What follows belongs to an exercise in optimizing a design on an open flow for small area, a short achievable clock period and few clock cycles per item; a production flow would make more cautious choices.
RTL that was checked went through simulation tests only; none was proved equivalent to the original.
Function not checked in runs 5 to 7: the RTL went through the layout flow alone.

`design/flow/design.v`:
```
module ct_meas (
    input  wire        clk,
    input  wire        rst,         
    input  wire        start,       
    input  wire        mode,        
    input  wire [1:0]  chan,        
    input  wire [15:0] raw,         
    output reg         ready,
    output reg         done,
    output reg         accept,
    output reg  [1:0]  chan_next,
    output wire [34:0] ohms,
    output wire [15:0] vmv,
    output wire [27:0] digits,      
    output reg         alert
);
    localparam [1:0] F_IDLE  = 2'd0,
                     F_NODIV = 2'd1,
                     F_DIV   = 2'd2;
    localparam [26:0] VDIV = 27'd48904255;     
    reg [1:0]  state;
    reg [15:0] s;
    reg [1:0]  ch;
    reg        md;
    reg        slo, shi;       
    reg [26:0] rem;            
    reg [4:0]  cnt;            
    reg        step1, step2;   
    reg [1:0]  xb;             
    reg [1:0]  qd;             
    reg [34:0] q;
    reg [27:0] bcd;
    reg        fin;            
    reg        b_md, b_neg, b_acc, b_al;
    reg [1:0]  b_ch, b_cn;
    reg        vneg;           
    reg [6:0]  dfix;           
    wire neg  = s[15];
    wire last = (cnt == 5'd1);
    assign ohms   = q;
    assign vmv    = q[15:0] ^ {16{vneg}};
    genvar g;
    generate
        for (g = 0; g < 7; g = g + 1) begin : dout
            assign digits[4*g +: 4] = dfix[g] ? bcd[4*g +: 4] - 4'd6 : bcd[4*g +: 4];
        end
    endgenerate
    wire take = start && ready;
    wire signed [15:0] sraw = raw;
    wire in_lo  = (sraw <= 16'sd8000);
    wire in_hi  = (sraw >= 16'sd24000);
    wire in_pos = !raw[15] && (raw != 16'd0);
    wire in_acc = (!in_lo && !in_hi) || (chan == 2'd3 && in_lo) ||
                  (chan == 2'd0 && in_hi);
    wire in_nodiv = !mode && (!in_acc || !in_pos);
    wire [1:0] lsel = raw[14] ? 2'd3 : (raw[13] || chan != 2'd3) ? 2'd2 :
                      raw[12] ? 2'd1 : 2'd0;
    reg [15:0] r_init;
    reg [4:0]  k_init;
    reg [1:0]  x_init;
    always @(*) begin
        case ({chan, lsel})
            {2'd0, 2'd3}: begin r_init = 16'd15776 | {12'd0, raw[15:12]}; k_init = 5'd6; x_init = {raw[11], raw[10]}; end
            {2'd0, 2'd2}: begin r_init = 16'd15776 | {12'd0, raw[15:12]}; k_init = 5'd6; x_init = {raw[11], raw[10]}; end
            {2'd1, 2'd3}: begin r_init = 16'd9750; k_init = 5'd8; x_init = {raw[15], raw[14]}; end
            {2'd1, 2'd2}: begin r_init = 16'd9750; k_init = 5'd8; x_init = {raw[15], raw[14]}; end
            {2'd2, 2'd3}: begin r_init = 16'd25000; k_init = 5'd9; x_init = {1'b0, 1'b0}; end
            {2'd2, 2'd2}: begin r_init = 16'd6250; k_init = 5'd10; x_init = {1'b0, 1'b0}; end
            {2'd3, 2'd3}: begin r_init = 16'd10437; k_init = 5'd11; x_init = {1'b1, 1'b0}; end
            {2'd3, 2'd2}: begin r_init = 16'd10437; k_init = 5'd11; x_init = {1'b1, 1'b0}; end
            {2'd3, 2'd1}: begin r_init = 16'd2609; k_init = 5'd12; x_init = {1'b0, 1'b1}; end
            {2'd3, 2'd0}: begin r_init = 16'd0; k_init = 5'd18; x_init = {1'b1, 1'b0}; end
            default: begin r_init = 16'bx; k_init = 5'bx; x_init = 2'bx; end
        endcase
    end
    wire [26:0] rem_init = mode ? {2'b0, {raw, 9'd373} ^ {25{raw[15]}}} : {11'd0, r_init};
    wire [4:0]  cnt_init = mode ? 5'd8 : k_init;
    wire [1:0]  xb_init  = mode ? {raw[15], raw[15]} : x_init;
    wire       acc_i = md || (!slo && !shi) || (ch == 2'd3 && slo) ||
                       (ch == 2'd0 && shi);
    wire [1:0] cn_i  = (md || acc_i) ? ch : slo ? ch + 2'd1 : ch - 2'd1;
    reg [19:0] kc;
    always @(*) begin
        case (ch)
            2'd0:    kc = 20'd986;
            2'd1:    kc = 20'd9750;
            2'd2:    kc = 20'd100000;
            default: kc = 20'd668000;
        endcase
    end
    wire [5:0]  c_nx  = {cnt - 5'd1, 1'b0};
    wire [15:0] vtail = neg ? 16'd58368 : 16'd8192;
    wire [35:0] xres  = {kc, s};                  
    wire [1:0]  xb_nx = ready ? xb_init :
                        c_nx < 6'd2 ? 2'b00 :
                        md ? {vtail[c_nx[3:0] - 4'd1], vtail[c_nx[3:0] - 4'd2]} :
                        {xres[c_nx - 6'd1], xres[c_nx - 6'd2]};
    wire        sgn   = rem[26];
    wire [26:0] t     = {rem[25:0], xb[1]};
    wire [26:0] dvs   = md ? VDIV : {10'd0, s, 1'b0};
    wire [27:0] ad_w  = {t, 1'b1} + {dvs ^ {27{!sgn}}, !sgn};    
    wire [26:0] rem_1 = ad_w[27:1];
    wire        sgn2  = rem_1[26];
    wire [26:0] t2    = {rem_1[25:0], xb[0]};
    wire [27:0] ad2_w = {t2, 1'b1} + {dvs ^ {27{!sgn2}}, !sgn2};
    wire [26:0] rem_n = ad2_w[27:1];
    wire [1:0]  qb    = {!sgn2, !rem_n[26]};
    function automatic [27:0] add3(input [27:0] b);
        integer n;
        reg [3:0] d;
        begin
            for (n = 0; n < 7; n = n + 1) begin
                d = b[4*n +: 4];
                add3[4*n+3] = d[3] | (d[2] & d[1]) | (d[2] & d[0]);
                add3[4*n+2] = (d[3] & d[0]) | (d[2] & !d[1] & !d[0]);
                add3[4*n+1] = (d[3] & !d[0]) | (!d[2] & d[1]) | (d[1] & d[0]);
                add3[4*n+0] = (d[3] & !d[0]) | (!d[3] & !d[2] & d[0]) |
                              (d[2] & d[1] & !d[0]);
            end
        end
    endfunction
    integer i;
    wire [27:0] bcd_h   = add3({bcd[26:0], qd[1]});    
    wire [27:0] bcd_sh  = {bcd_h[26:0], qd[0]};        
    wire [27:0] bcd_adj = add3(bcd_sh);
    reg [19:0] kneg;
    always @(*) begin
        case ({b_md, b_ch})
            3'd0:    kneg = 20'd1047590;  
            3'd1:    kneg = 20'd1038826;  
            3'd2:    kneg = 20'd948576;   
            3'd3:    kneg = 20'd380576;   
            default: kneg = 20'd0;
        endcase
    end
    wire [34:0] q_sh  = {q[32:0], qd};
    wire [20:0] lo_s  = {1'b0, q_sh[19:0]} + {1'b0, kneg};
    wire [14:0] hi_m1 = q_sh[34:20] - 15'd1;
    wire [34:0] q_cor = {(!b_md && !lo_s[20]) ? hi_m1 : q_sh[34:20], lo_s[19:0]};
    reg [27:0] kb6;
    always @(*) begin
        case ({b_md, b_ch})
            3'd0:    kb6 = 28'hFFFF67A;    
            3'd1:    kb6 = 28'hFFF68B6;    
            3'd2:    kb6 = 28'hFF66666;    
            3'd3:    kb6 = 28'hF998666;    
            default: kb6 = 28'h6666666;
        endcase
    end
    wire [29:0] bc_w  = {1'b0, bcd_sh, 1'b1} + {1'b0, kb6, b_md && b_neg};
    wire [27:0] xs    = bc_w[28:1];
    wire [6:0]  dcy;
    generate
        for (g = 0; g < 6; g = g + 1) begin : dcarry
            assign dcy[g] = xs[4*g+4] ^ bcd_sh[4*g+4] ^ kb6[4*g+4];
        end
    endgenerate
    assign dcy[6] = bc_w[29];
    always @(posedge clk) begin
        if (ready) begin
            s   <= raw;
            ch  <= chan;
            md  <= mode;
            slo <= in_lo;
            shi <= in_hi;
        end
        rem   <= ready ? rem_init : rem_n;
        cnt   <= ready ? cnt_init : cnt - 5'd1;
        xb    <= xb_nx;
        qd    <= qb;
        step1 <= take && !in_nodiv;
        step2 <= step1;
        if (state != F_IDLE && (step1 || state == F_NODIV)) begin
            b_md  <= md;
            b_neg <= neg;
            b_ch  <= ch;
            b_acc <= acc_i;
            b_cn  <= cn_i;
            b_al  <= !md && ch == 2'd0 && !neg && s >= 16'd30295;
        end
        dfix      <= ~dcy;
        accept    <= b_acc;
        chan_next <= b_cn;
        vneg      <= b_md && b_neg;
        alert     <= b_al;
        if (fin) begin
            q   <= q_cor;
            bcd <= xs;
        end else if (step2) begin
            q   <= {33'd0, qd};
            bcd <= {26'd0, qd};
        end else begin
            q   <= q_sh;
            bcd <= bcd_adj;
        end
        if (rst) begin
            state <= F_IDLE;
            fin   <= 1'b0;
            done  <= 1'b0;
            ready <= 1'b1;
        end else begin
            ready <= take ? in_nodiv : (state != F_DIV || cnt <= 5'd2);
            done <= fin;
            fin  <= (state == F_NODIV) || (state == F_DIV && last);
            if (take)
                state <= in_nodiv ? F_NODIV : F_DIV;
            else if (state != F_DIV || last)
                state <= F_IDLE;
        end
    end
endmodule
```
`design/flow/flow/run.sh`:
```
#!/bin/bash
# Own flow: the standard layout (standard synthesis unchanged), with
# - port buffers of a plain buffer cell (every port still gets one).
set -euo pipefail
MARGIN=$(cat flow/margin.txt)
PORTBUF=$(cat flow/portbuf.txt)
bash standard.sh SETUP_SLACK_MARGIN="$MARGIN" "BUFFER_PORTS_ARGS=-buffer_cell $PORTBUF" finish > flow_standard.log 2>&1
```
`design/flow/flow/margin.txt`:
```
4.5
```
`design/flow/flow/portbuf.txt`:
```
sky130_fd_sc_hd__buf_2
```
`design/flow/standard.sh`:
```
#!/bin/bash
# synth_recipe.tcl (not shown) runs the flow's synth.tcl, then flattens the netlist and writes it again
# the make line also repeats each setting of config.mk as NAME=value (left out here)
make -C /OpenROAD-flow-scripts/flow DESIGN_CONFIG=/design/flow/config.mk WORK_HOME=/design/flow/orfs CLKGATE_MAP_FILE= SYNTH_SCRIPT=/design/flow/synth_recipe.tcl "${@:-finish}"
```
`design/flow/config.mk`:
```
export PLATFORM = sky130hd
export DESIGN_NAME = ct_meas
export DESIGN_NICKNAME = ct_meas
export VERILOG_FILES = /design/flow/design.v
export SDC_FILE = /design/flow/constraint.sdc
export NUM_CORES = 4
export LEC_CHECK = 0
export CAP_MARGIN = 20
export CORE_MARGIN = 2
export CORE_UTILIZATION = 60
export CTS_BUF_LIST = sky130_fd_sc_hd__clkbuf_4 sky130_fd_sc_hd__clkbuf_8
export PLACE_DENSITY = 0.65
export SETUP_SLACK_MARGIN = 5
export SLEW_MARGIN = 20
```
`design/flow/constraint.sdc`:
```
create_clock -name core_clock -period 10.0 [get_ports {clk}]
set_input_delay 2.0000 -clock core_clock [delete_from_list [all_inputs] [get_ports {clk}]]
set_output_delay 2.0000 -clock core_clock [all_outputs]
set_load 0.01 [all_outputs]
```
==> run_results.csv, run 1 <==
group,metric,value,unit
clocking,root_buffer,"clkbuf_8",
global_routing,grt_pass1_wl,53000,µm
synth,synth_area,12800,µm²
setup_path,critPathKind,"reg -> reg",
global_routing,grt.total_usage,29.6,%
setup_path,cp.arrival,5.95,ns
clocking,clk_pin_slew,0.10,ns
clocking,cts_buffers,17,
sta,final.setup.tns,0,ns
setup_path,crit_path_start_kind,"flip-flop",
synth,synth_top_area_cell,"dfxtp_1",
floorplanning,placementRows,53,
sta,final_period_minus_worst_setup_slack,5.63,ns
clocking,cts.sinks,147,
synth,ys.flop_type,"dfxtp_1",
synth,synth-edff-count,29,
setup_path,crit_path_max_incr_delay,0.52,ns
floorplanning,die_h,150,µm
synth,synth_cells,1589,
worst_hold_path,min-delay-path-class,"reg -> reg",
sta,maxSlewHeadroom,35.9,%
routing,drt_iter0_markers,819,
placement,dp_cells,1877,
setup_path,critPathCaptureType,"flip-flop",
run,max-cap-violations,0,
sta,finalMaxSlewViolations,0,
final_layout,stdcell_count,1957,
floorplanning,die_x,150,µm
synth,synth.avg_cell_area,8.08,µm²
sta,fmax,0.178,GHz
sta,final-hold-violation-count,0,
clocking,clk-insertion-delay-late,0.47,ns
sta,worstMarginPinSlew,0.955,ns
routing,vias_per_cell,6.12,
routing,antenna_left,0,
synth,synthTopCellsByArea,"dfxtp_1, ha_1, xnor2_1",
sta,skew,0.0193,ns
final_layout,area_growth_syn_to_layout,12.8,%
synth,yosysSeqAreaShare,25.2,%
synth,async_reset_ff_share,0,%
setup_path,slowest_stage,"edfxtp_1",
final_layout,final_cell_mix,"nand2_1, o21ai_0, dfxtp_1, a21oi_1, xnor2_1",
clocking,h-tree-depth,4,
floorplanning,dieArea,22600,µm²
synth,synth_cell_types,87,
setup_path,cp_max_fo,8,
global_routing,grt_max_degree,71,
setup_path,path_cells,"buf_12 -> nor2b_2 -> xnor2_1 -> ha_1 -> nand4_1 -> nor2_1 -> a211o_1 -> o211a_1 -> or4_4 -> and2_4 -> buf_12 -> xnor2_4 -> ha_4 -> a21o_1 -> a21o_1 -> a21oi_2 -> o21ai_2 -> or3_4 -> o31ai_4 -> o21ai_2 -> maj3_2 -> xnor2_1 -> o22ai_1",
sta,fin_crit_sh,56.3,%
placement,hpwl,25700,µm
sta,finalSetupViolCount,0,
global_routing,gr-total-overflow,0,
setup_path,worst-path-buf-inv,2,
floorplanning,coreArea,21000,µm²
final_layout,final_nets,1810,
routing,drc,0,
final_layout,antenna_cells,0,
routing,drt_pass1_iterations,6,
final_layout,layout_commonest_cell,"nand2_1",
synth,ys_ff_latch,147,
setup_path,critPathTopFamily,"compound AO/OA/AOI/OAI gates",
floorplanning,ios,107,
sta,timing.hold.ws,0.351,ns
clocking,cts_buffer_depth,2,
sta,rsz0062_at_grt,"true",
routing,wl,35300,µm
final_layout,drive_gt1_share,17.2,%
clocking,cts_tree,"done",
setup_path,cp.required,10.32,ns
placement,port_buffers,106,
global_routing,antenna_found_initial,0,
routing,wl_per_cell,18.1,µm
routing,num_vias,12000,
global_routing,first_global_vias,10400,
floorplanning,start_util,61.1,%
placement,gp_congestion,0.974,
synth,ys_warn_count,1,
run_status,status,"finished clean",
synth,synth_top_area_share,18.4,%
synth,syn_nets,1730,
## flip-flops by register name, indices dropped and copies added, names as in the netlist, 2 cells and up
name	cells
q	35
state	2
bcd	28
qd	2
b_ch	2
xb	2
s	16
b_cn	2
dfix	7
ch	2
cnt	5
rem	27
chan_next	2
## worst reg2reg max path, cell delays in order (launching register included)
cell	delay, ns
edfxtp_1	0.52
buf_12	0.22
nor2b_2	0.19
xnor2_1	0.18
ha_1	0.34
nand4_1	0.13
nor2_1	0.06
a211o_1	0.27
o211a_1	0.28
or4_4	0.51
and2_4	0.23
buf_12	0.15
xnor2_4	0.16
ha_4	0.25
a21o_1	0.16
a21o_1	0.18
a21oi_2	0.17
o21ai_2	0.07
or3_4	0.38
o31ai_4	0.34
o21ai_2	0.08
maj3_2	0.36
xnor2_1	0.16
o22ai_1	0.10
## final timing paths
| path | startpoint | to | slack [ns] | depth (start not counted) |
|---|---|---|---|---|
| setup / recovery | md | rem[19] | 4.37 | 23 |
| hold reg to reg | b_cn[1] | chan_next[1] | 0.35 | 0 |
| hold / removal | b_cn[1] | chan_next[1] | 0.35 | 0 |
| setup reg to reg | md | rem[19] | 4.37 | 23 |
## layer usage
metal | GRT usage, % | wire length [µm] | vias to the layer above
li1 | - | - | 5869
met1 | 37.8 | 14900 | 5605
met2 | 51.9 | 17400 | 418
met3 | 3.52 | 1840 | 79
met4 | 9.58 | 1190 | 0
met5 | 0 | 0 | -
## area by class of cell
| class | instances | area, µm² |
|---|---|---|
| inverter | 76 | 298 |
| clock buffer | 22 | 284 |
| timing repair buffer | 158 | 1010 |
| sequential | 147 | 3240 |
| multi-input combinational | 1268 | 9150 |
| tap | 275 | 344 |
| clock inverter | 10 | 146 |
| timing repair inverter | 1 | 8.76 |
| fill | 1702 | 6540 |
## cells by family (layout without fill, tap and decap cells)
logic type | after synthesis | in the layout | share of synthesized area [%]
flops | 147 | 147 | 25.2
simple gates | 438 | 438 | 16.2
buf+inv | 174 | 267 | 6.52
mux | 25 | 25 | 2.47
xor+xnor | 181 | 181 | 12.3
fa+ha+maj | 122 | 122 | 11.9
compound gates | 502 | 502 | 25.4
## through the flow
stage	area, µm²	util [%]	worst slack [ns]
global placement	13300	63.1	3.68
finish	14500	68.9	4.37
detailed placement	13300	63.1	3.53
floorplan	12900	-	4.51
CTS	13800	65.6	4.52
global route	14500	68.9	4.22
## what timing repair did
action,4_1_cts,5_1_grt
buffers inserted,5,40
cloned,0,3
setup endpoints to repair,24,19
hold buffers,0,0
pin swaps,3,39
resized for setup,19,62
## Yosys cell counts, types with 17 or more instances
cell type	instances
xor2_1	63
nor2_1	100
nor2b_1	22
clkbuf_1	45
mux2i_1	17
a21oi_1	121
nand3_1	42
inv_1	74
a21o_1	55
ha_1	118
buf_4	42
edfxtp_1	29
o21ai_0	133
dfxtp_1	118
nand2_1	145
nand2b_1	27
xnor2_1	118
nor3_1	28
o22ai_1	23
Testbench counts, summed over its fixed seeds: cycles 14,789, items 2,048.
==> run 2: changes to the inputs <==
==> design/flow/flow/margin.txt (replaced) <==
5.0
==> run_results.csv, run 2 <==
group,metric,value,unit
setup_path,worst-path-buf-inv,2,
clocking,root_buffer,"clkbuf_8",
setup_path,cp_max_fo,8,
placement,port_buffers,106,
sta,finalSetupViolCount,0,
routing,antenna_left,0,
sta,finalMaxSlewViolations,0,
synth,synth_cells,1589,
routing,wl_per_cell,18.2,µm
sta,worstMarginPinSlew,0.932,ns
setup_path,path_cells,"buf_6 -> buf_16 -> nor2_4 -> xnor2_1 -> ha_2 -> nand2_1 -> o21ai_0 -> a221oi_2 -> a21oi_2 -> or4_4 -> and2_4 -> xnor2_2 -> ha_1 -> a21o_1 -> a21o_1 -> a21oi_2 -> o21ai_2 -> or3_4 -> o31ai_4 -> o21ai_1 -> maj3_2 -> xnor2_2 -> o22ai_1",
worst_hold_path,min-delay-path-class,"reg -> reg",
sta,final.setup.tns,0,ns
setup_path,cp.required,10.33,ns
routing,drt_iter0_markers,661,
sta,fin_crit_sh,53.6,%
clocking,clk_pin_slew,0.09,ns
sta,maxSlewHeadroom,37.4,%
synth,yosysMostFrequentCell,"nand2_1",
floorplanning,placementRows,53,
setup_path,cp.arrival,5.69,ns
final_layout,final_nets,1819,
worst_hold_path,hold-path-cell-count,0,
floorplanning,die_h,150,µm
synth,async_reset_ff_share,0,%
worst_hold_path,min_from,"b_cn[0]",
synth,ys_ff_latch,147,
setup_path,r2r_end,"rem[19]",
synth,synth_cell_types,87,
floorplanning,dieArea,22600,µm²
clocking,clk-insertion-delay-late,0.48,ns
setup_path,rrSetupSlack,4.64,ns
final_layout,drive_gt1_share,18.5,%
global_routing,grt.total_usage,30.5,%
setup_path,worstRegToRegCells,23,
routing,drc,0,
sta,final_period_minus_worst_setup_slack,5.36,ns
global_routing,gr-total-overflow,0,
floorplanning,start_util,61.1,%
setup_path,slowest_stage,"or4_4",
sta,setup_ws,4.64,ns
final_layout,largest_reg_flops,35,
routing,wl,35700,µm
global_routing,grt_pass1_wl,54500,µm
clocking,cts_tree,"done",
setup_path,crit_path_max_incr_delay,0.51,ns
setup_path,critPathTopFamily,"compound AO/OA/AOI/OAI gates",
worst_hold_path,holdPathEnd,"chan_next[0]",
setup_path,crit_path_start_kind,"flip-flop",
synth,synth_top_area_cell,"dfxtp_1",
synth,synth_area,12800,µm²
sta,fmax,0.187,GHz
sta,final-hold-violation-count,0,
routing,vias_per_cell,6.09,
clocking,h-tree-depth,4,
synth,synth-edff-count,29,
floorplanning,die_x,150,µm
global_routing,first_global_vias,10900,
clocking,ctsHoldBuffers,0,
final_layout,reg_top3,"q (35), bcd (28), rem (27)",
final_layout,final_cell_mix,"nand2_1, o21ai_0, dfxtp_1, xnor2_1",
placement,gp_congestion,0.968,
run,max-cap-violations,0,
synth,synth.avg_cell_area,8.08,µm²
synth,synth.top_cells.by_count,"nand2_1, o21ai_0, a21oi_1",
final_layout,layout_commonest_cell,"nand2_1",
setup_path,critPathKind,"reg -> reg",
sta,skew,0.0135,ns
routing,num_vias,12000,
clocking,cts.sinks,147,
sta,rsz0062_at_grt,"true",
synth,synth_top_area_share,18.4,%
clocking,cts_buffer_depth,2,
floorplanning,ios,107,
run_status,status,"finished clean",
routing,drt_pass1_iterations,5,
clocking,cts_buffers,17,
synth,yosysSeqAreaShare,25.2,%
final_layout,antenna_cells,0,
global_routing,antenna_found_initial,0,
setup_path,critPathCaptureType,"flip-flop",
final_layout,regMostFlops,"q",
placement,place_ws,4.00,ns
placement,hpwl,25900,µm
floorplanning,coreArea,21000,µm²
synth,synthTopCellsByArea,"dfxtp_1, ha_1, xnor2_1",
synth,syn_nets,1730,
synth,ys.flop_type,"dfxtp_1",
setup_path,r2r_start,"md",
global_routing,grt_max_degree,71,
final_layout,area_growth_syn_to_layout,13.5,%
synth,ys_warn_count,1,
-- run 2: worst max-delay path by stage --
stage | start | end | slack, ns | depth (start not counted)
2_1_floorplan | md | rem[19] | 4.58 | 27
3_3_place_gp | rem[26] | rem[19] | 4.16 | 21
3_5_place_dp | rem[26] | rem[19] | 4.00 | 21
4_1_cts | md | rem[19] | 4.81 | 23
5_1_grt | md | rem[19] | 4.47 | 23
6_report | md | rem[19] | 4.64 | 23
-- run 2: stage by stage --
step                      std cells  util (%)  cell area (µm²)  hold WS (ns)
after floorplan                1589         -            13000         0.323
after global placement         1877      63.2            13300         0.325
after detailed placement       1877      63.2            13300         0.329
after CTS                      1935      67.3            14100         0.347
after global routing           1965      69.3            14600         0.352
final                          1965      69.3            14600         0.344
-- run 2: metal layers --
| metal | vias up | GRT usage, % | wire [µm] |
|---|---|---|---|
| li1 | 5857 | - | - |
| met1 | 5595 | 37.9 | 15000 |
| met2 | 418 | 52.3 | 17300 |
| met3 | 95 | 4.30 | 1910 |
| met4 | 0 | 13.6 | 1430 |
| met5 | - | 0 | 0 |
-- run 2: worst register-to-register path, delay by kind of cell (launching register included) --
family                     cells  cell delay [ns]
DFF                            1             0.45
buffers and inverters          2             0.32
and+or+nand+nor                5             1.39
AOI/OAI and AO/OA             10             1.60
xor gates and xnor gates       3             0.47
adders and majority gates      3             1.00
-- run 2: cell families after synthesis --
group / Yosys count / share of synthesized area (%)
fa+ha+maj: 122 / 11.9
simple gates: 438 / 16.2
mux: 25 / 2.47
compound gates: 502 / 25.4
flops: 147 / 25.2
buf+inv: 174 / 6.52
xor+xnor: 181 / 12.3
-- run 2: area by class of cell --
cell class | instances | area (µm²)
Clock buffer | 19 | 255
Clock inverter | 12 | 129
Fill cell | 1735 | 6450
Inverter | 76 | 298
Multi-Input combinational cell | 1268 | 9210
Sequential cell | 147 | 3240
Tap cell | 275 | 344
Timing Repair Buffer | 167 | 1080
Timing Repair inverter | 1 | 8.76
-- run 2: repair_timing --
action,CTS,global route
cloned,3,0
endpoints found under the setup margin,23,21
buffers inserted,24,30
gates resized for setup,47,43
pin swaps,18,36
==> run 3: changes to the inputs <==
==> design/flow/flow/margin.txt (replaced) <==
6.0
==> run_results.csv, run 3 <==
group,metric,value,unit
run_status,status,"finished clean",
sta,finalMaxSlewViolations,0,
global_routing,grt_pass1_wl,56000,µm
placement,hpwl,25900,µm
sta,final-hold-violation-count,0,
sta,fmax,0.187,GHz
final_layout,fin_area,15100,µm²
clocking,root_buffer,"clkbuf_8",
placement,gp_congestion,0.968,
sta,rsz0062_at_grt,"true",
clocking,cts_tree,"done",
final_layout,area_growth_syn_to_layout,17.7,%
synth,ys.flop_type,"dfxtp_1",
routing,routed.top_layer,"met4",
synth,synth-edff-count,29,
setup_path,critPathKind,"reg -> reg",
setup_path,critPathCaptureType,"flip-flop",
synth,yosysSeqAreaShare,25.2,%
routing,drt_pass1_iterations,6,
synth,ys_ff_latch,147,
synth,synth_area,12800,µm²
routing,wl,37300,µm
synth,muxShareOfSynthArea,2.47,%
global_routing,grt.total_usage,31.5,%
global_routing,gr-total-overflow,0,
synth,async_reset_ff_share,0,%
global_routing,grt_max_degree,70,
synth,yosysMostFrequentCell,"nand2_1",
synth,synth_top_family_by_area,"compound AO/OA/AOI/OAI gates",
synth,synth.avg_cell_area,8.08,µm²
routing,wl_per_cell,18.7,µm
synth,ys_warn_count,1,
setup_path,path_cells,"buf_12 -> xnor2_4 -> buf_6 -> ha_4 -> nand4_1 -> nor2_1 -> a221oi_2 -> a21oi_2 -> or4_4 -> and2_4 -> buf_12 -> xnor2_4 -> ha_4 -> a21o_1 -> a21o_1 -> a21oi_2 -> o21ai_2 -> or3_4 -> o31ai_4 -> o21ai_2 -> maj3_2 -> xnor2_2 -> o22ai_1",
floorplanning,start_util,61.1,%
routing,met2_length,18100,µm
clocking,h-tree-depth,4,
clocking,clk_pin_slew,0.09,ns
sta,final_period_minus_worst_setup_slack,5.36,ns
clocking,cts_buffers,17,
floorplanning,die_x,150,µm
final_layout,final_cell_mix,"nand2_1, o21ai_0, dfxtp_1, xnor2_1",
sta,fin_crit_sh,53.6,%
synth,synth_cell_types,87,
setup_path,cp.required,10.33,ns
synth,synth_cells,1589,
routing,drc,0,
final_layout,final_nets,1852,
routing,vias_per_cell,6.21,
final_layout,drive_gt1_share,21.9,%
clocking,ctsHoldBuffers,0,
synth,synthTopCellsByArea,"dfxtp_1, ha_1, xnor2_1",
synth,synth_top_area_cell,"dfxtp_1",
floorplanning,coreArea,21000,µm²
final_layout,layout_commonest_cell,"nand2_1",
setup_path,crit_path_max_incr_delay,0.51,ns
clocking,cts_buffer_depth,2,
setup_path,crit_path_start_kind,"flip-flop",
final_layout,reg_top3,"q (35), bcd (28), rem (27)",
floorplanning,dieArea,22600,µm²
synth,synth_top_area_share,18.4,%
global_routing,antenna_found_initial,0,
synth,synth_compound_area_share,25.4,%
final_layout,antenna_cells,0,
synth,syn_nets,1730,
floorplanning,placementRows,53,
synth,synthXorXnorAreaFrac,12.3,%
floorplanning,ios,107,
synth,synth.top_cells.by_count,"nand2_1, o21ai_0, a21oi_1",
setup_path,slowest_stage,"edfxtp_1",
run,max-cap-violations,0,
final_layout,largest_reg_flops,35,
placement,port_buffers,106,
synth,synthSimpleGateAreaFrac,16.2,%
sta,skew,0.0195,ns
synth,synth_fa_ha_area_share,11.9,%
final_layout,finish.utilization,71.9,%
final_layout,n_fill_cell,1662,
routing,drt_iter0_markers,939,
routing,num_vias,12400,
sta,final.setup.tns,0,ns
setup_path,cp.arrival,5.69,ns
sta,worstMarginPinSlew,0.950,ns
placement,placed_area,13300,µm²
clocking,clk-insertion-delay-late,0.48,ns
routing,wl_met3,2390,µm
sta,maxSlewHeadroom,36.2,%
floorplanning,die_h,150,µm
setup_path,cp_max_fo,8,
routing,wl_met1,15000,µm
worst_hold_path,min-delay-path-class,"reg -> reg",
sta,finalSetupViolCount,0,
clocking,cts.sinks,147,
global_routing,first_global_vias,11100,
routing,antenna_left,0,
final_layout,regMostFlops,"q",
run 3: cell types whose count changed in the layout (fill, tap and decap cells not counted), moves of 4 or more:
cell	previous run	this run
buf_4	52	79
buf_6	4	10
ha_1	104	100
ha_4	4	8
inv_1	74	70
nor2_1	91	87
o21ai_0	128	121
run 3: routing by layer:
| metal | global-route usage (%) | vias up |
|---|---|---|
| met5 | 0 | - |
| met3 | 4.85 | 116 |
| met4 | 13.8 | 0 |
| met2 | 54.9 | 513 |
| li1 | - | 5939 |
| met1 | 38.3 | 5842 |
run 3: timing repair:
| action | CTS | global route |
|---|---|---|
| gates resized for setup | 70 | 66 |
| setup buffers | 48 | 38 |
| endpoints found under the hold margin | 0 | 0 |
| cloned | 4 | 0 |
| endpoints found under the setup margin | 52 | 43 |
| pin swaps | 33 | 50 |
run 3: path summary, 6_finish.rpt:
path                            startpoint      endpoint  slack, ns  cells after the start
worst max register to register          md       rem[19]       4.64                     23
worst min-delay path               b_cn[0]  chan_next[0]       0.35                      0
worst min register to register     b_cn[0]  chan_next[0]       0.35                      0
worst max-delay path                    md       rem[19]       4.64                     23
run 3: cell families after synthesis:
logic type,count (synthesis)
buffers and inverters,174
AND/OR/NAND/NOR,438
XOR/XNOR,181
flip-flops,147
multiplexers,25
AO/OA/AOI/OAI,502
adder cells (fa/ha/maj),122
run 3: area by class of cell:
cell class / instances / area [µm²] / area share [%]
well taps: 275 / 344 / 2.28
repair inverters: 1 / 8.76 / 0.0580
clock buffers: 21 / 289 / 1.91
clock inverters: 10 / 144 / 0.953
flip-flops and latches: 147 / 3240 / 21.4
repair buffers: 199 / 1340 / 8.86
multi-input cells: 1269 / 9440 / 62.5
inverters: 76 / 302 / 2.00
run 3: per-stage QoR:
| step | hold WS (ns) | std cells | worst slack [ns] |
|---|---|---|---|
| global placement | 0.327 | 1877 | 4.17 |
| CTS | 0.346 | 1960 | 4.80 |
| global route | 0.350 | 1998 | 4.52 |
| finish | 0.346 | 1998 | 4.64 |
| floorplan | 0.323 | 1589 | 4.58 |
| detailed placement | 0.327 | 1877 | 4.09 |
run 3: critical path: cells and delay by family, from the launching register on:
| family | cells | cell delay (ns) |
|---|---|---|
| xor+xnor | 3 | 0.54 |
| buf+inv | 3 | 0.53 |
| compound gates | 9 | 1.44 |
| fa+ha+maj | 3 | 0.73 |
| simple gates | 5 | 1.46 |
| flops | 1 | 0.51 |
==> run 4: changes to the inputs <==
==> design/flow/flow/margin.txt (replaced) <==
5.5
==> run_results.csv, run 4 <==
group,metric,value,unit
sta,rsz0062_at_grt,"true",
setup_path,worst-path-buf-inv,2,
placement,hpwl,26300,µm
clocking,clk-insertion-delay-late,0.48,ns
clocking,cts_tree,"done",
final_layout,largest_reg_flops,35,
setup_path,critPathTopFamily,"simple AND/OR/NAND/NOR gates",
synth,synth_cell_types,87,
clocking,clk_pin_slew,0.10,ns
routing,wl_met3,2130,µm
floorplanning,dieArea,22600,µm²
setup_path,slowest_stage,"or4_4",
routing,wl_per_cell,18.8,µm
worst_hold_path,min_from,"b_cn[0]",
sta,finalSetupViolCount,0,
sta,worstMarginPinSlew,0.901,ns
clocking,cts.sinks,147,
sta,finalMaxSlewViolations,0,
final_layout,area_growth_syn_to_layout,15.2,%
worst_hold_path,holdPathEnd,"chan_next[0]",
final_layout,drive_gt1_share,20.0,%
synth,ys_ff_latch,147,
sta,final-hold-violation-count,0,
setup_path,critPathCaptureType,"flip-flop",
setup_path,crit_path_max_incr_delay,0.50,ns
synth,synth_area,12800,µm²
sta,skew,0.0234,ns
synth,synth_top_area_share,18.4,%
synth,synth_top_area_cell,"dfxtp_1",
final_layout,fin_area,14800,µm²
final_layout,reg_top3,"q (35), bcd (28), rem (27)",
synth,ys.flop_type,"dfxtp_1",
synth,async_reset_ff_share,0,%
synth,yosysSeqAreaShare,25.2,%
clocking,ctsHoldBuffers,0,
floorplanning,start_util,61.1,%
setup_path,r2r_end,"rem[19]",
final_layout,layout_commonest_cell,"nand2_1",
routing,vias_per_cell,6.17,
global_routing,grt_max_degree,70,
sta,fin_crit_sh,52.4,%
global_routing,first_global_vias,11000,
routing,drt_pass1_iterations,5,
floorplanning,die_x,150,µm
synth,syn_nets,1730,
global_routing,antenna_found_initial,0,
placement,placed_area,13300,µm²
sta,maxSlewHeadroom,39.9,%
final_layout,final_nets,1827,
routing,drc,0,
setup_path,cp_max_fo,8,
synth,synth.top_cells.by_count,"nand2_1, o21ai_0, a21oi_1",
synth,ys_warn_count,1,
routing,num_vias,12200,
clocking,h-tree-depth,4,
placement,port_buffers,106,
floorplanning,coreArea,21000,µm²
routing,met2_length,18100,µm
setup_path,r2r_start,"md",
floorplanning,die_h,150,µm
setup_path,cp.arrival,5.57,ns
worst_hold_path,min-delay-path-class,"reg -> reg",
clocking,cts_buffer_depth,2,
setup_path,worstRegToRegCells,23,
final_layout,antenna_cells,0,
setup_path,critPathKind,"reg -> reg",
routing,wl,37100,µm
sta,final_period_minus_worst_setup_slack,5.24,ns
sta,fmax,0.191,GHz
synth,synth_cells,1589,
placement,dp_cells,1877,
synth,synth.avg_cell_area,8.08,µm²
routing,routed.top_layer,"met4",
run_status,status,"finished clean",
routing,antenna_left,0,
clocking,root_buffer,"clkbuf_8",
global_routing,grt.total_usage,31.4,%
worst_hold_path,hold-path-cell-count,0,
final_layout,stdcell_count,1974,
global_routing,grt_pass1_wl,56200,µm
run,max-cap-violations,0,
floorplanning,placementRows,53,
final_layout,final_cell_mix,"nand2_1, o21ai_0, dfxtp_1, ha_1, buf_2",
global_routing,gr-total-overflow,0,
final_layout,finish.utilization,70.4,%
clocking,cts_buffers,17,
synth,synthTopCellsByArea,"dfxtp_1, ha_1, xnor2_1",
routing,wl_met1,15300,µm
setup_path,path_cells,"buf_6 -> buf_16 -> nor2_4 -> xnor2_2 -> ha_1 -> a21oi_4 -> nor2b_4 -> a211oi_4 -> o211a_1 -> or4_4 -> and2_4 -> xnor2_2 -> ha_4 -> a21o_1 -> a21o_1 -> a21oi_2 -> o21ai_2 -> or3_4 -> o31ai_4 -> o21ai_2 -> maj3_2 -> xnor2_1 -> o22ai_1",
routing,drt_iter0_markers,974,
sta,final.setup.tns,0,ns
floorplanning,ios,107,
setup_path,crit_path_start_kind,"flip-flop",
final_layout,regMostFlops,"q",
setup_path,cp.required,10.33,ns
setup_path,rrSetupSlack,4.76,ns
sta,timing.hold.ws,0.345,ns
placement,gp_congestion,0.961,
synth,yosysMostFrequentCell,"nand2_1",
synth,synth-edff-count,29,
-- run 4: cell types whose count changed in the layout (fill, tap and decap cells not counted), moves of 3 or more --
cell	delta
buf_4	-15
buf_6	-8
ha_1	+7
ha_2	-6
inv_1	+3
inv_2	-3
-- run 4: layout make-up --
| cell class | instances | area, µm² |
|---|---|---|
| timing repair buffer | 175 | 1110 |
| timing repair inverter | 1 | 8.76 |
| clock inverter | 10 | 97.6 |
| fill | 1729 | 6230 |
| tap | 275 | 344 |
| inverter | 76 | 302 |
| clock buffer | 22 | 284 |
| sequential | 147 | 3240 |
| multi-input combinational | 1268 | 9400 |
-- run 4: worst reg2reg max path, cell delays in order, from the launching register on --
cell and delay (ns):
edfxtp_1 0.45, buf_6 0.17, buf_16 0.15, nor2_4 0.23, xnor2_2 0.13, ha_1 0.27
a21oi_4 0.17, nor2b_4 0.20, a211oi_4 0.08, o211a_1 0.24, or4_4 0.50, and2_4 0.22
xnor2_2 0.21, ha_4 0.23, a21o_1 0.15, a21o_1 0.18, a21oi_2 0.16, o21ai_2 0.08
or3_4 0.34, o31ai_4 0.27, o21ai_2 0.07, maj3_2 0.35, xnor2_1 0.16, o22ai_1 0.10
-- run 4: what timing repair did --
action	4_1_cts	5_1_grt
hold endpoints to repair	0	0
cloned	3	0
gates resized for setup	66	48
setup endpoints to repair	28	34
pin swaps	35	40
buffers inserted	37	25
-- run 4: how the worst max path moves through the flow --
stage,startpoint,endpoint,slack [ns],cells after the start
floorplan,md,rem[19],4.58,27
global route,md,rem[19],4.57,23
finish,md,rem[19],4.76,23
detailed placement,rem[26],rem[23],3.98,21
CTS,md,rem[23],4.85,22
global placement,rem[26],rem[19],4.15,21
-- run 4: metal layers --
layer | vias up | GRT usage, %
met5 | - | 0
met2 | 507 | 54.2
li1 | 5878 | -
met1 | 5686 | 39.0
met4 | 0 | 14.2
met3 | 110 | 4.24
-- run 4: through the flow --
stage,setup WS [ns]
2_1_floorplan,4.58
3_3_place_gp,4.15
3_5_place_dp,3.98
4_1_cts,4.85
5_1_grt,4.57
6_report,4.76
-- run 4: cell families (layout without fill, tap and decap cells) --
kind of cell,count (synthesis),after routing,synth area share [%]
compound gates,502,502,25.4
flops,147,147,25.2
buf+inv,174,284,6.52
mux,25,25,2.47
simple gates,438,438,16.2
xor+xnor,181,181,12.3
fa+ha+maj,122,122,11.9
==> run 5: changes to the inputs <==
--- a/design/flow/design.v
+++ b/design/flow/design.v
@@ -35,15 +35,9 @@
     reg [1:0]  b_ch, b_cn;
     reg        vneg;           
-    reg [6:0]  dfix;           
     wire neg  = s[15];
     wire last = (cnt == 5'd1);
     assign ohms   = q;
     assign vmv    = q[15:0] ^ {16{vneg}};
-    genvar g;
-    generate
-        for (g = 0; g < 7; g = g + 1) begin : dout
-            assign digits[4*g +: 4] = dfix[g] ? bcd[4*g +: 4] - 4'd6 : bcd[4*g +: 4];
-        end
-    endgenerate
+    assign digits = bcd;
     wire take = start && ready;
     wire signed [15:0] sraw = raw;
@@ -151,4 +145,5 @@
     wire [27:0] xs    = bc_w[28:1];
     wire [6:0]  dcy;
+    genvar g;
     generate
         for (g = 0; g < 6; g = g + 1) begin : dcarry
@@ -157,4 +152,9 @@
     endgenerate
     assign dcy[6] = bc_w[29];
+    reg [27:0] bcd_cor;
+    always @(*) begin
+        for (i = 0; i < 7; i = i + 1)
+            bcd_cor[4*i +: 4] = dcy[i] ? xs[4*i +: 4] : xs[4*i +: 4] - 4'd6;
+    end
     always @(posedge clk) begin
         if (ready) begin
@@ -179,5 +179,4 @@
             b_al  <= !md && ch == 2'd0 && !neg && s >= 16'd30295;
         end
-        dfix      <= ~dcy;
         accept    <= b_acc;
         chan_next <= b_cn;
@@ -186,5 +185,5 @@
         if (fin) begin
             q   <= q_cor;
-            bcd <= xs;
+            bcd <= bcd_cor;
         end else if (step2) begin
             q   <= {33'd0, qd};
==> design/flow/flow/margin.txt (replaced) <==
5.0
==> run_results.csv, run 5 <==
group,metric,value,unit
run_status,status,"finished clean",
sta,final-hold-violation-count,0,
final_layout,drive_gt1_share,20.8,%
synth,yosysSeqAreaShare,25.3,%
floorplanning,dieArea,21500,µm²
sta,setup_ws,4.32,ns
synth,synth_cells,1518,
placement,port_buffers,106,
setup_path,critPathTopFamily,"compound AO/OA/AOI/OAI gates",
global_routing,antenna_found_initial,0,
synth,ys.flop_type,"dfxtp_1",
clocking,root_buffer,"clkbuf_8",
final_layout,area_growth_syn_to_layout,16.9,%
clocking,cts.sinks,140,
placement,hpwl,24000,µm
sta,worstMarginPinSlew,0.904,ns
routing,num_vias,11800,
sta,maxSlewHeadroom,39.3,%
global_routing,gr-total-overflow,0,
synth,syn_nets,1651,
floorplanning,start_util,60.8,%
setup_path,cp_max_fo,8,
sta,finalSetupViolCount,0,
synth,synth-edff-count,29,
clocking,cts_tree,"done",
floorplanning,coreArea,20100,µm²
routing,drt_iter0_markers,820,
setup_path,cp.arrival,6.00,ns
routing,wl_per_cell,18.6,µm
global_routing,first_global_vias,10500,
global_routing,grt_max_degree,63,
setup_path,crit_cells,26,
synth,synth_top_area_share,18.2,%
floorplanning,die_h,147,µm
final_layout,reg_top3,"q (35), bcd (28), rem (27)",
clocking,clk-insertion-delay-late,0.48,ns
floorplanning,placementRows,52,
final_layout,layout_commonest_cell,"nand2_1",
final_layout,largest_reg_flops,35,
setup_path,critPathKind,"reg -> reg",
sta,finalMaxSlewViolations,0,
routing,drt_pass1_iterations,8,
synth,synth_cell_types,93,
placement,place_ws,3.36,ns
clocking,clk_pin_slew,0.09,ns
synth,synth_top_area_cell,"dfxtp_1",
routing,drc,0,
synth,synth_area,12200,µm²
final_layout,antenna_cells,0,
synth,async_reset_ff_share,0,%
setup_path,crit_path_max_incr_delay,0.48,ns
final_layout,final_nets,1759,
final_layout,regMostFlops,"q",
global_routing,grt_pass1_wl,54000,µm
sta,fmax,0.176,GHz
worst_hold_path,min-delay-path-class,"reg -> reg",
clocking,cts_buffers,17,
placement,gp_congestion,0.947,
routing,wl,35600,µm
setup_path,slowest_stage,"edfxtp_1",
clocking,cts_buffer_depth,2,
sta,skew,0.0168,ns
sta,fin_crit_sh,56.8,%
sta,final.setup.tns,0,ns
synth,synth.top_cells.by_count,"a21oi_1, nand2_1, xnor2_1",
routing,vias_per_cell,6.16,
setup_path,critPathCaptureType,"flip-flop",
global_routing,grt.total_usage,31.0,%
worst_hold_path,hold-path-cell-count,0,
setup_path,worst-path-buf-inv,8,
final_layout,final_cell_mix,"nand2_1, a21oi_1, xnor2_1, dfxtp_1",
synth,ys_ff_latch,140,
routing,antenna_left,0,
setup_path,cp.required,10.32,ns
setup_path,crit_path_start_kind,"flip-flop",
floorplanning,ios,107,
setup_path,rrSetupSlack,4.32,ns
sta,rsz0062_at_grt,"true",
clocking,h-tree-depth,4,
synth,synth.avg_cell_area,8.05,µm²
setup_path,worstRegToRegCells,26,
sta,final_period_minus_worst_setup_slack,5.68,ns
floorplanning,die_x,147,µm
synth,synthTopCellsByArea,"dfxtp_1, ha_1, xnor2_1",
synth,ys_warn_count,1,
run,max-cap-violations,0,
clocking,ctsHoldBuffers,0,
[run 5: changes by cell type after synthesis, sizes merged, moves of 7 or more]
cell | previous run | this run
o21ai | 138 | 127
nand2b | 27 | 19
dfxtp | 118 | 111
a21o | 55 | 35
nand3 | 42 | 31
ha | 118 | 110
a21oi | 124 | 142
buf | 53 | 44
xnor2 | 118 | 126
a31oi | 13 | 20
[run 5: worst paths after layout]
kind / to / startpoint
hold reg to reg: chan_next[0] / b_cn[0]
setup reg to reg: rem[21] / md
hold / removal: chan_next[0] / b_cn[0]
setup / recovery: rem[21] / md
[run 5: routing by layer]
layer	track usage [%]	up-vias	routed length [µm]
met3	3.88	120	2240
met5	0	-	0
met1	40.2	5447	14700
met4	13.1	0	1670
li1	-	5689	-
met2	52.4	503	17000
[run 5: timing repair]
action                     4_1_cts  5_1_grt
buffers inserted                40       19
setup endpoints to repair       28       23
cloned                           5        0
gates resized for setup         65       68
pin swaps                       46       43
[run 5: layout make-up]
type | instances | area [µm²]
Inverter | 72 | 279
Multi-Input combinational cell | 1221 | 8970
Fill cell | 1625 | 5820
Timing Repair Buffer | 173 | 1220
Clock inverter | 14 | 120
Tap cell | 270 | 338
Timing Repair inverter | 1 | 11.3
Clock buffer | 18 | 248
Sequential cell | 140 | 3100
[run 5: through the flow]
| step | instance area [µm²] | utilization [%] | instances | hold slack [ns] |
|---|---|---|---|---|
| detailed placement | 12800 | 63.5 | 1813 | 0.328 |
| finish | 14300 | 71.1 | 1909 | 0.347 |
| floorplan | 12400 | - | 1518 | 0.323 |
| CTS | 13800 | 68.8 | 1890 | 0.349 |
| global route | 14300 | 71.1 | 1909 | 0.359 |
| global placement | 12800 | 63.5 | 1813 | 0.326 |
[run 5: cell families (layout without fill, tap and decap cells)]
| family | count (synthesis) | after routing | synth area share [%] |
|---|---|---|---|
| compound gates | 493 | 493 | 26.0 |
| xor+xnor | 192 | 193 | 14.0 |
| fa+ha+maj | 112 | 112 | 11.5 |
| buf+inv | 158 | 278 | 5.89 |
| flops | 140 | 140 | 25.3 |
| mux | 16 | 16 | 1.73 |
| simple gates | 407 | 407 | 15.5 |
[run 5: worst register-to-register path, cell delays in order (launching register included)]
cell       delay, ns
edfxtp_1        0.48
buf_12          0.20
xnor2_4         0.20
buf_12          0.16
ha_4            0.22
a21o_1          0.18
a21o_1          0.18
a221oi_2        0.33
o31ai_2         0.11
buf_4           0.16
a31oi_4         0.22
xnor2_4         0.15
buf_12          0.19
bufbuf_16       0.27
buf_4           0.15
xnor2_1         0.20
ha_2            0.38
a21oi_1         0.18
o21ai_0         0.14
a211oi_2        0.20
o41a_1          0.30
o21ai_2         0.09
a221oi_2        0.34
buf_4           0.17
buf_6           0.09
xor2_1          0.15
o22ai_1         0.10
==> run 6: changes to the inputs <==
==> design/flow/flow/margin.txt (replaced) <==
5.5
==> run_results.csv, run 6 <==
group,metric,value,unit
synth,synthTopCellsByArea,"dfxtp_1, ha_1, xnor2_1",
placement,dp_cells,1814,
clocking,clk_pin_slew,0.09,ns
floorplanning,placementRows,52,
clocking,cts_tree,"done",
final_layout,final_cell_mix,"nand2_1, a21oi_1, xnor2_1, buf_2, dfxtp_1",
placement,gp_congestion,0.955,
final_layout,reg_top3,"q (35), bcd (28), rem (27)",
final_layout,largest_reg_flops,35,
floorplanning,die_h,147,µm
synth,synth_cell_types,93,
floorplanning,coreArea,20100,µm²
setup_path,r2r_start,"md",
placement,hpwl,24300,µm
final_layout,regMostFlops,"q",
run_status,status,"finished clean",
global_routing,antenna_found_initial,0,
setup_path,critPathCaptureType,"flip-flop",
setup_path,rrSetupSlack,3.98,ns
synth,synth_area,12200,µm²
final_layout,drive_gt1_share,24.3,%
final_layout,area_growth_syn_to_layout,20.1,%
synth,synth.avg_cell_area,8.05,µm²
global_routing,grt.total_usage,32.2,%
synth,yosysSeqAreaShare,25.3,%
setup_path,cp.required,10.33,ns
worst_hold_path,holdPathEnd,"accept",
global_routing,gr-total-overflow,0,
final_layout,n_fill_cell,1561,
global_routing,grt_max_degree,63,
sta,finalMaxSlewViolations,0,
routing,vias_per_cell,6.33,
synth,syn_nets,1651,
synth,async_reset_ff_share,0,%
final_layout,multi_input_area,9210,µm²
routing,num_vias,12300,
floorplanning,dieArea,21500,µm²
sta,skew,0.0219,ns
worst_hold_path,hold-path-cell-count,0,
clocking,h-tree-depth,4,
synth,synth_top_area_cell,"dfxtp_1",
routing,drt_pass1_iterations,8,
setup_path,cp.arrival,6.35,ns
run,max-cap-violations,0,
final_layout,final_nets,1785,
sta,worstMarginPinSlew,1.05,ns
final_layout,seq_area,3110,µm²
routing,drc,0,
setup_path,crit_path_start_kind,"flip-flop",
sta,fmax,0.166,GHz
synth,synth_cells,1518,
clocking,cts_buffers,17,
sta,final.setup.tns,0,ns
worst_hold_path,min-delay-path-class,"reg -> reg",
final_layout,antenna_cells,0,
clocking,cts.sinks,140,
floorplanning,start_util,60.8,%
sta,maxSlewHeadroom,29.6,%
synth,ys_ff_latch,140,
synth,synth_top_area_share,18.2,%
clocking,clk-insertion-delay-late,0.47,ns
placement,port_buffers,106,
setup_path,r2r_end,"rem[25]",
sta,fin_crit_sh,60.2,%
sta,final_period_minus_worst_setup_slack,6.02,ns
synth,synth.top_cells.by_count,"a21oi_1, nand2_1, xnor2_1",
setup_path,worstRegToRegCells,26,
global_routing,first_global_vias,11100,
routing,antenna_left,0,
synth,synth-edff-count,29,
synth,ys.flop_type,"dfxtp_1",
floorplanning,die_x,147,µm
final_layout,stdcell_count,1935,
sta,finalSetupViolCount,0,
clocking,root_buffer,"clkbuf_8",
routing,drt_iter0_markers,1058,
clocking,cts_buffer_depth,2,
final_layout,finish.utilization,73.0,%
setup_path,critPathKind,"reg -> reg",
sta,final-hold-violation-count,0,
worst_hold_path,min_from,"b_acc",
routing,wl_per_cell,19.8,µm
global_routing,grt_pass1_wl,56400,µm
sta,rsz0062_at_grt,"true",
synth,ys_warn_count,1,
final_layout,layout_commonest_cell,"nand2_1",
floorplanning,ios,107,
clocking,ctsHoldBuffers,0,
setup_path,cp_max_fo,16,
routing,wl,38300,µm
run 6: kinds of logic (layout without fill, tap and decap cells):
group,after synthesis,after routing,share of synthesized area (%)
AO/OA/AOI/OAI,493,493,26.0
AND/OR/NAND/NOR,407,407,15.5
XOR/XNOR,192,193,14.0
buffers and inverters,158,304,5.89
flip-flops,140,140,25.3
adder cells (fa/ha/maj),112,112,11.5
multiplexers,16,16,1.73
run 6: worst max-delay path: stages (launching register included):
cell       delay (ns)
edfxtp_1         0.48
bufbuf_16        0.34
nor2_4           0.14
xnor2_1          0.18
ha_2             0.37
a21oi_1          0.26
o21ai_1          0.13
a21oi_1          0.19
o31ai_2          0.09
buf_4            0.17
a31oi_4          0.27
xnor2_4          0.19
buf_8            0.24
xnor2_1          0.49
ha_4             0.35
nand4_1          0.13
inv_2            0.06
a221oi_2         0.27
nor2_1           0.09
a211oi_2         0.16
o41a_1           0.33
o21ai_2          0.09
a221oi_2         0.33
o2111ai_1        0.15
a21o_1           0.19
xnor2_1          0.14
nor2_1           0.05
run 6: cell type report:
cell class / count / share of cell area [%]
Clock buffer: 17 / 1.59
Clock inverter: 15 / 1.01
Inverter: 72 / 1.94
Multi-Input combinational cell: 1221 / 62.8
Sequential cell: 140 / 21.2
Tap cell: 270 / 2.30
Timing Repair Buffer: 199 / 9.19
Timing Repair inverter: 1 / 0.0426
run 6: stage by stage:
stage / area (µm²) / hold slack [ns] / setup WS [ns]
final: 14700 / 0.347 / 3.98
after global routing: 14700 / 0.352 / 3.96
after CTS: 14100 / 0.350 / 4.62
after detailed placement: 12800 / 0.329 / 3.37
after global placement: 12800 / 0.329 / 3.56
after floorplan: 12400 / 0.323 / 4.75
run 6: worst max-delay path by stage:
stage	slack, ns	startpoint	end	cells after the start
floorplan	4.75	md	rem[25]	26
detailed placement	3.37	rem[26]	rem[26]	23
global placement	3.56	rem[26]	rem[25]	23
CTS	4.62	md	rem[25]	26
finish	3.98	md	rem[25]	26
global route	3.96	md	rem[25]	26
run 6: per-layer routing:
| layer | wire (µm) | vias up | global-route usage (%) |
|---|---|---|---|
| li1 | - | 5743 | - |
| met1 | 15100 | 5690 | 40.0 |
| met2 | 17800 | 625 | 55.6 |
| met3 | 2960 | 197 | 4.88 |
| met4 | 2430 | 0 | 14.1 |
| met5 | 0 | - | 0 |
run 6: timing repair:
action | in CTS | in global routing
setup endpoints to repair | 30 | 32
pin swaps | 66 | 55
gates cloned | 4 | 0
setup buffers | 56 | 29
resized for setup | 103 | 76
endpoints found under the hold margin | 0 | 0
==> run 7: changes to the inputs <==
--- a/design/flow/design.v
+++ b/design/flow/design.v
@@ -18,7 +18,9 @@
                      F_NODIV = 2'd1,
                      F_DIV   = 2'd2;
-    localparam [26:0] VDIV = 27'd48904255;     
+    localparam [26:0] VDIV  = 27'd48904255;    
+    localparam [26:0] VDIV3 = 27'd12495037;    
     reg [1:0]  state;
     reg [15:0] s;
+    reg [17:0] s6;             
     reg [1:0]  ch;
     reg        md;
@@ -91,12 +93,13 @@
                         {xres[c_nx - 6'd1], xres[c_nx - 6'd2]};
     wire        sgn   = rem[26];
-    wire [26:0] t     = {rem[25:0], xb[1]};
-    wire [26:0] dvs   = md ? VDIV : {10'd0, s, 1'b0};
+    wire [26:0] t     = {rem[25:0], xb[1]};            
+    wire [26:0] t4    = {rem[24:0], xb};               
+    wire [26:0] dvs   = md ? VDIV : {10'd0, s, 1'b0};   
+    wire [26:0] dvs3  = md ? VDIV3 : {9'd0, s6};        
     wire [27:0] ad_w  = {t, 1'b1} + {dvs ^ {27{!sgn}}, !sgn};    
-    wire [26:0] rem_1 = ad_w[27:1];
-    wire        sgn2  = rem_1[26];
-    wire [26:0] t2    = {rem_1[25:0], xb[0]};
-    wire [27:0] ad2_w = {t2, 1'b1} + {dvs ^ {27{!sgn2}}, !sgn2};
-    wire [26:0] rem_n = ad2_w[27:1];
+    wire        sgn2  = ad_w[27];
+    wire [27:0] adp_w = {t4, 1'b1} + {sgn ? dvs : ~dvs3, !sgn};
+    wire [27:0] adn_w = {t4, 1'b1} + {sgn ? dvs3 : ~dvs, !sgn};
+    wire [26:0] rem_n = sgn2 ? adn_w[27:1] : adp_w[27:1];
     wire [1:0]  qb    = {!sgn2, !rem_n[26]};
     function automatic [27:0] add3(input [27:0] b);
@@ -160,4 +163,5 @@
         if (ready) begin
             s   <= raw;
+            s6  <= {raw, 2'b00} + {1'b0, raw, 1'b0};
             ch  <= chan;
             md  <= mode;
==> run_results.csv, run 7 <==
group,metric,value,unit
global_routing,grt_pass1_wl,56100,µm
synth,synth.avg_cell_area,8.28,µm²
final_layout,largest_reg_flops,35,
run,max-cap-violations,0,
final_layout,final_nets,1850,
floorplanning,coreArea,21600,µm²
routing,drc,0,
routing,vias_per_cell,6.04,
synth,ys_warn_count,1,
sta,rsz0062_at_grt,"true",
setup_path,cp_max_fo,8,
global_routing,gr-total-overflow,0,
run_status,status,"finished clean",
setup_path,cp.required,10.34,ns
final_layout,layout_commonest_cell,"nand2_1",
final_layout,finish.utilization,69.9,%
setup_path,cp.arrival,5.73,ns
routing,wl_per_cell,18.1,µm
floorplanning,start_util,60.6,%
final_layout,drive_gt1_share,19.0,%
synth,synth.top_cells.by_count,"nand2_1, ha_1, o21ai_0",
floorplanning,die_x,152,µm
setup_path,slowest_stage,"edfxtp_1",
clocking,clk-insertion-delay-late,0.47,ns
sta,maxSlewHeadroom,35.6,%
setup_path,critPathTopFamily,"compound AO/OA/AOI/OAI gates",
placement,gp_congestion,0.929,
global_routing,grt_use_met1,38.4,%
synth,synthTopCellsByArea,"dfxtp_1, ha_1, edfxtp_1",
setup_path,cp_common_cell,"buf_6",
global_routing,antenna_found_initial,0,
floorplanning,placementRows,54,
placement,dp_cells,1883,
synth,synth_top_area_share,17.0,%
synth,async_reset_ff_share,0,%
synth,synth-edff-count,45,
placement,port_buffers,106,
routing,drt_pass1_iterations,6,
sta,worstMarginPinSlew,0.965,ns
synth,ys_ff_latch,156,
clocking,cts.sinks,156,
sta,final_period_minus_worst_setup_slack,5.39,ns
final_layout,area_growth_syn_to_layout,15.4,%
global_routing,grt.busiest_layer,"met2",
global_routing,grt.total_usage,31.0,%
synth,synth_compound_area_share,22.3,%
setup_path,crit_path_start_kind,"flip-flop",
sta,finalSetupViolCount,0,
sta,final-hold-violation-count,0,
final_layout,stdcell_count,1978,
synth,ys.flop_type,"dfxtp_1",
floorplanning,die_h,152,µm
synth,muxShareOfSynthArea,3.20,%
sta,final.setup.tns,0,ns
clocking,h-tree-depth,4,
routing,num_vias,11900,
global_routing,met3_usage,4.43,%
clocking,root_buffer,"clkbuf_8",
clocking,cts_buffer_depth,2,
synth,synth_top_family_by_area,"compound AO/OA/AOI/OAI gates",
clocking,ctsHoldBuffers,0,
final_layout,reg_top3,"q (35), bcd (28), rem (27)",
final_layout,final_cell_mix,"nand2_1, ha_1, o21ai_0, dfxtp_1, buf_2",
setup_path,critPathKind,"reg -> reg",
synth,synth_area,13100,µm²
setup_path,critPathCaptureType,"flip-flop",
routing,antenna_left,0,
final_layout,regMostFlops,"q",
synth,synth_fa_ha_area_share,13.9,%
synth,synthSimpleGateAreaFrac,15.8,%
synth,syn_nets,1746,
setup_path,crit_path_max_incr_delay,0.50,ns
sta,fin_crit_sh,53.9,%
synth,yosysMostFrequentCell,"nand2_1",
final_layout,antenna_cells,0,
synth,synth_cells,1581,
sta,skew,0.0189,ns
worst_hold_path,min-delay-path-class,"reg -> reg",
floorplanning,ios,107,
synth,synth_cell_types,78,
sta,finalMaxSlewViolations,0,
sta,fmax,0.186,GHz
floorplanning,dieArea,23000,µm²
global_routing,grt_max_degree,55,
synth,yosysSeqAreaShare,27.3,%
placement,hpwl,25000,µm
synth,synth_top_area_cell,"dfxtp_1",
setup_path,worst-path-buf-inv,9,
routing,wl,35900,µm
routing,drt_iter0_markers,761,
global_routing,grt_use_met2,53.9,%
synth,synthXorXnorAreaFrac,11.6,%
clocking,cts_buffers,17,
global_routing,first_global_vias,11200,
final_layout,n_fill_cell,1817,
clocking,clk_pin_slew,0.11,ns
clocking,cts_tree,"done",
sta,timing.hold.ws,0.353,ns
[run 7: changes by cell type after synthesis, sizes merged, moves of 10 or more]
cell / previous run / this run
edfxtp: 29 / 45
ha: 110 / 141
a21oi: 142 / 112
o21ai: 127 / 146
xnor2: 126 / 112
mux2i: 11 / 25
inv: 71 / 81
[run 7: stage by stage]
stage	area [µm²]	setup slack, ns
CTS	15000	4.82
global placement	13700	3.71
floorplan	13300	4.94
finish	15100	4.61
global route	15100	4.35
detailed placement	13700	3.52
[run 7: worst paths after layout]
path / startpoint / endpoint / slack (ns) / depth (start not counted)
worst min register to register: b_acc / accept / 0.35 / 0
worst max register to register: md / rem[21] / 4.61 / 29
worst min-delay path: b_acc / accept / 0.35 / 0
worst max-delay path: md / rem[21] / 4.61 / 29
[run 7: logic make-up after synthesis]
logic type                 count (synthesis)
xor gates and xnor gates                 172
muxes                                     34
and+or+nand+nor                          434
DFF                                      156
AOI/OAI and AO/OA                        468
buffers and inverters                    173
adders and majority gates                144
[run 7: routing by layer]
metal / vias up / share of wire (%)
met5: - / 0
met4: 0 / 4.2
met3: 97 / 5.6
met2: 384 / 48
met1: 5569 / 42
li1: 5891 / -
[run 7: what timing repair did]
action,4_1_cts,5_1_grt
pin swaps,56,23
endpoints found under the setup margin,29,26
gates resized for setup,99,20
setup buffers,48,8
gates cloned,7,0
[run 7: area by class of cell]
type | instances | area (µm²) | area share, %
Timing Repair Buffer | 175 | 1260 | 8.33
Tap cell | 280 | 350 | 2.32
Inverter | 82 | 312 | 2.06
Clock inverter | 15 | 176 | 1.17
Sequential cell | 156 | 3580 | 23.7
Clock buffer | 17 | 234 | 1.55
Timing Repair inverter | 1 | 5.00 | 0.0331
Multi-Input combinational cell | 1252 | 9200 | 60.9
[run 7: worst register-to-register path: cells and delay by family (launching register included)]
kind	cells	cell delay (ns)
XOR/XNOR	4	0.48
buffers and inverters	9	1.18
adder cells (fa/ha/maj)	2	0.69
flip-flops	1	0.50
AND/OR/NAND/NOR	4	0.52
AO/OA/AOI/OAI	10	1.89

==> what the ideal ports hide <==
In the flow no input, the clock included, has a driving cell. The finished layouts below were timed again as built, in two steps.
Step 1: set_driving_cell puts a clkbuf_16 on clk and a buf_2 on each other input, an assumption about the parent block.
Step 2 times the ports against the registers' clock, not the clock port: input delays grow and output delays shrink by t, the midpoint of the rising clock arrivals with the driver on.
Slacks: no drivers / after step 1 / after step 2; pairs: no drivers / after step 1.
run	t (ns)	slack for setup (ns)	worst setup path at the end	latest minus earliest clock arrival (ns)	worst data-port slew with drivers (ns)
run 1	0.505	4.367 / 4.367 / 4.367	register to register	0.020 / 0.020	0.03
run 2	0.517	4.640 / 4.640 / 4.640	register to register	0.016 / 0.016	0.04
run 3	0.516	4.640 / 4.640 / 4.640	register to register	0.020 / 0.020	0.04
run 4	0.510	4.762 / 4.762 / 4.762	register to register	0.024 / 0.025	0.03
run 5	0.520	4.324 / 4.324 / 4.324	register to register	0.021 / 0.022	0.03
run 6	0.504	3.979 / 3.979 / 3.979	register to register	0.022 / 0.022	0.03
run 7	0.507	4.610 / 4.610 / 4.610	register to register	0.019 / 0.020	0.04
After both steps every run listed still meets setup and hold.
